Source: an optimization exercise on an open RTL-to-GDS flow (aim: small area, a short achievable clock period and few clock cycles per item). Production flows keep margins and buffers that such runs may drop.
Function was checked by simulation only, so behaviour that the tests miss may differ from the original.
Power figures rest on the tool's default switching activity, not on a simulated workload.

// g2c1_pie_tx
module g2c1_pie_tx (
    input  wire         clk,
    input  wire         rst,           
    input  wire         start,
    output wire         ready,
    input  wire [2:0]   msg_type,      
    input  wire [127:0] fields,        
    input  wire [31:0]  tari,          
    input  wire [31:0]  blf,           
    input  wire         trunc,
    output wire         pulse_valid,
    input  wire         pulse_ready,
    output wire [31:0]  pulse_dur,     
    output wire         pulse_last,
    output reg          done,
    output reg  [2:0]   err,
    output wire [2:0]   tx_type,
    output wire [5:0]   tx_len,
    output wire [31:0]  tx_bits,       
    output wire [5:0]   pulse_cnt
);
For scale: about 1100 cells after synthesis, about 170 flip-flops, about 290 I/O pins, ~11000 µm² of cells after synthesis.
clock: 9.0 ns
lec_check: 0
cap_margin: 20
core_margin: 2
core_utilization: 40
cts_buf_list: sky130_fd_sc_hd__clkbuf_8
place_density: 0.6
setup_slack_margin: 5
slew_margin: 20
standard.sh (not shown) runs the stock make flow with config.mk's settings and CLKGATE_MAP_FILE= SYNTH_SCRIPT=/design/flow/synth_recipe.tcl, a recipe that flattens the netlist after the stock synthesis.
==> flow/flow/run.sh <==
#!/bin/bash
# The standard layout, with the smallest buffer on every input and output port
# (buffer_ports otherwise picks a 10 um2 delay buffer for each of them), and
# timing repair aimed at 5.4 ns of setup slack.
set -euo pipefail
export BUFFER_PORTS_ARGS="-buffer_cell sky130_fd_sc_hd__buf_1"
bash standard.sh SETUP_SLACK_MARGIN=5.4 finish > standard_flow.log 2>&1
Testbench counts at the start, summed over its fixed seeds: cycles 41,008, items 1,280.
Next try:
==> flow/flow/run.sh (replaced) <==
#!/bin/bash
# The standard layout, with the smallest buffer on every input and output port
# (buffer_ports otherwise picks a 10 um2 delay buffer for each of them), and
# timing repair aimed at 5.5 ns of setup slack.
set -euo pipefail
export BUFFER_PORTS_ARGS="-buffer_cell sky130_fd_sc_hd__buf_1"
bash standard.sh SETUP_SLACK_MARGIN=5.5 finish > standard_flow.log 2>&1
Settings changed: CORE_UTILIZATION 40 to 55, PLACE_DENSITY 0.6 to 0.75.
Clock-buffer cell count went up by 3.
Power rises by about 2.6%.
Non-clock buffer count rises by 1.
Combinational power is higher by about 3%.
Die area falls by 27%.
Utilization grows by 19 points.
First-iteration DRC count came out higher by 17%.
Clock skew stays flat.
Global-route usage goes up by 7.1 points.
Final area stays flat.

g2c1_pie_tx again, from the RTL that the note above started with.
==> flow/design.v (excerpt) <==
module g2c1_pie_tx (
    input  wire         clk,
    input  wire         rst,           
    input  wire         start,
    output wire         ready,
    input  wire [2:0]   msg_type,      
    input  wire [127:0] fields,        
    input  wire [31:0]  tari,          
    input  wire [31:0]  blf,           
    input  wire         trunc,
    output wire         pulse_valid,
    input  wire         pulse_ready,
    output wire [31:0]  pulse_dur,     
    output wire         pulse_last,
    output reg          done,
    output reg  [2:0]   err,
    output wire [2:0]   tx_type,
    output wire [5:0]   tx_len,
    output wire [31:0]  tx_bits,       
    output wire [5:0]   pulse_cnt
);
    localparam [2:0] E_NONE = 3'd0, E_OVERFLOW = 3'd1, E_NOTFOUND = 3'd2, E_PARAM = 3'd4;
    localparam [2:0] T_QUERY = 3'd0, T_QADJ = 3'd1, T_QREP = 3'd2, T_ACK = 3'd3, T_NAK = 3'd4;
    function automatic [32:0] padd32(input [31:0] a, input [31:0] b, input cin);
        reg [31:0] g, p, gg, pp;
        integer l, i, j;
        begin
            g = a & b;
            p = a ^ b;
            gg = g;
            pp = p;
  ...
Settings: LEC_CHECK=0, CAP_MARGIN=20, CORE_MARGIN=2, CORE_UTILIZATION=45, CTS_BUF_LIST=sky130_fd_sc_hd__clkbuf_8, PLACE_DENSITY=0.7, SETUP_SLACK_MARGIN=5, SLEW_MARGIN=20; clock period 9.0 ns.
==> flow/flow/run.sh <==
#!/bin/bash
# The standard layout, with the smallest buffer on every input and output port
# (buffer_ports otherwise picks a 10 um2 delay buffer for each of them), and
# timing repair aimed at 5.5 ns of setup slack.
set -euo pipefail
export BUFFER_PORTS_ARGS="-buffer_cell sky130_fd_sc_hd__buf_1"
bash standard.sh SETUP_SLACK_MARGIN=5.5 finish > standard_flow.log 2>&1
The starting point produced a clean layout.
Testbench counts at the start, summed over its fixed seeds: cycles 41,008, items 1,280.
Rerun with:
--- a/flow/config.mk
+++ b/flow/config.mk
@@ -9,5 +9,5 @@
 export CORE_MARGIN = 2
-export CORE_UTILIZATION = 45
+export CORE_UTILIZATION = 40
 export CTS_BUF_LIST = sky130_fd_sc_hd__clkbuf_8
-export PLACE_DENSITY = 0.7
+export PLACE_DENSITY = 0.6
 export SETUP_SLACK_MARGIN = 5
What happened: Cell area is lower by 0.96%; worst setup slack improved by 0.016 ns; wire length is higher by 0.56%; first-iteration DRC count is lower by 22%; register-to-register slack got worse by 0.06 ns; worst hold slack improved by 0.0085 ns; power is lower by about 4.7%; sequential share of layout area is higher by 0.36 points; sequential cell count does not change.
Rerun with:
==> flow/flow/run.sh (replaced) <==
#!/bin/bash
# The standard layout, with the smallest buffer on every input and output port
# (buffer_ports otherwise picks a 10 um2 delay buffer for each of them), and
# timing repair aimed at 5.6 ns of setup slack.
set -euo pipefail
export BUFFER_PORTS_ARGS="-buffer_cell sky130_fd_sc_hd__buf_1"
bash standard.sh SETUP_SLACK_MARGIN=5.6 finish > standard_flow.log 2>&1
Synthesized cell count does not change.
Die area does not change.
Sequential share of layout area is lower by 1.0 points.

Another version of the RTL of g2c1_pie_tx (not shown whole).
Size: roughly 1100 cells after synthesis, about 170 flip-flops, roughly 290 I/O pins.
export LEC_CHECK = 0
export CAP_MARGIN = 20
export CORE_MARGIN = 2
export CORE_UTILIZATION = 40
export PLACE_DENSITY = 0.6
export SETUP_SLACK_MARGIN = 5
export SLEW_MARGIN = 20
create_clock -name core_clock -period 9.0 [get_ports {clk}]
==> flow/flow/run.sh <==
#!/bin/bash
# The standard layout, with the smallest buffer on every input and output port
# (buffer_ports otherwise picks a 10 um2 delay buffer for each of them), and
# timing repair aimed at 5.5 ns of setup slack.
set -euo pipefail
export BUFFER_PORTS_ARGS="-buffer_cell sky130_fd_sc_hd__buf_1"
bash standard.sh SETUP_SLACK_MARGIN=5.5 finish > standard_flow.log 2>&1
Testbench counts at the start, summed over its fixed seeds: cycles 45,032, items 1,280.
Then changed:
==> flow/flow/run.sh (replaced) <==
#!/bin/bash
# The standard layout, with the smallest buffer on every input and output port
# (buffer_ports otherwise picks a 10 um2 delay buffer for each of them).
set -euo pipefail
export BUFFER_PORTS_ARGS="-buffer_cell sky130_fd_sc_hd__buf_1"
bash standard.sh finish > standard_flow.log 2>&1
=>
- The changed run ran to the end with no violations
- global-route usage drops by 0.18 points
- clock power increases by a few percent
- sequential cell count is unchanged
- via count fell by a few percent
- clock-buffer cell count shrinks by 3
- register-to-register slack is worse by 330 ps
- synthesized cell count is unchanged
- power went up slightly
Then changed:
==> flow/flow/run.sh (replaced) <==
#!/bin/bash
# The standard layout, with the smallest buffer on every input and output port
# (buffer_ports otherwise picks a 10 um2 delay buffer for each of them), and
# timing repair aimed at 5.5 ns of setup slack.
set -euo pipefail
export BUFFER_PORTS_ARGS="-buffer_cell sky130_fd_sc_hd__buf_1"
bash standard.sh SETUP_SLACK_MARGIN=5.5 finish > standard_flow.log 2>&1
CTS_BUF_LIST = sky130_fd_sc_hd__clkbuf_8   (was default)
Worst hold slack gets better by 5.0 ps.
Maximum frequency grows by roughly a tenth.
Worst setup slack gets better by 360 ps.
Routed wire length grows by a few percent.
Final area grows by a few percent.
Cell count grows slightly.
Via count grows by a few percent.
Total power shrinks by roughly a tenth.

[afterwards: timing with drivers on the ports]
Ports are ideal in the flow. The routed layouts listed here were re-timed in OpenROAD. Step 1: set_driving_cell puts a clkbuf_16 on clk and a buf_2 on each other input, an assumption about the parent block. Step 2 also shifts input and output timing later by t, the mid clock arrival at the registers, as if the neighbouring blocks saw the same clock. Slacks: no drivers / after step 1 / after step 2; pairs: no drivers / after step 1.
run | t (ns) | setup WS [ns] | pins driven straight from the clock port
the first run of note 1 | 0.509 | 5.466 / 5.470 / 4.980 | 1
the second run of note 1 | 0.500 | 5.552 / 5.514 / 5.064 | 1
the first run of note 2 | 0.510 | 5.540 / 5.496 / 5.088 | 1
the second run of note 2 | 0.512 | 5.555 / 5.509 / 5.108 | 1
the third run of note 2 | 0.512 | 5.577 / 5.532 / 5.140 | 1
the first run of note 3 | 0.468 | 5.514 / 5.517 / 5.049 | 1
the second run of note 3 | 0.477 | 5.082 / 5.106 / 4.629 | 1
the third run of note 3 | 0.512 | 5.439 / 5.430 / 4.918 | 1
After both steps setup and hold are still met in every run listed. The setup slack of the third run of note 3, which loses most, moves by -0.009 ns with the drivers and by -0.521 ns with both steps.
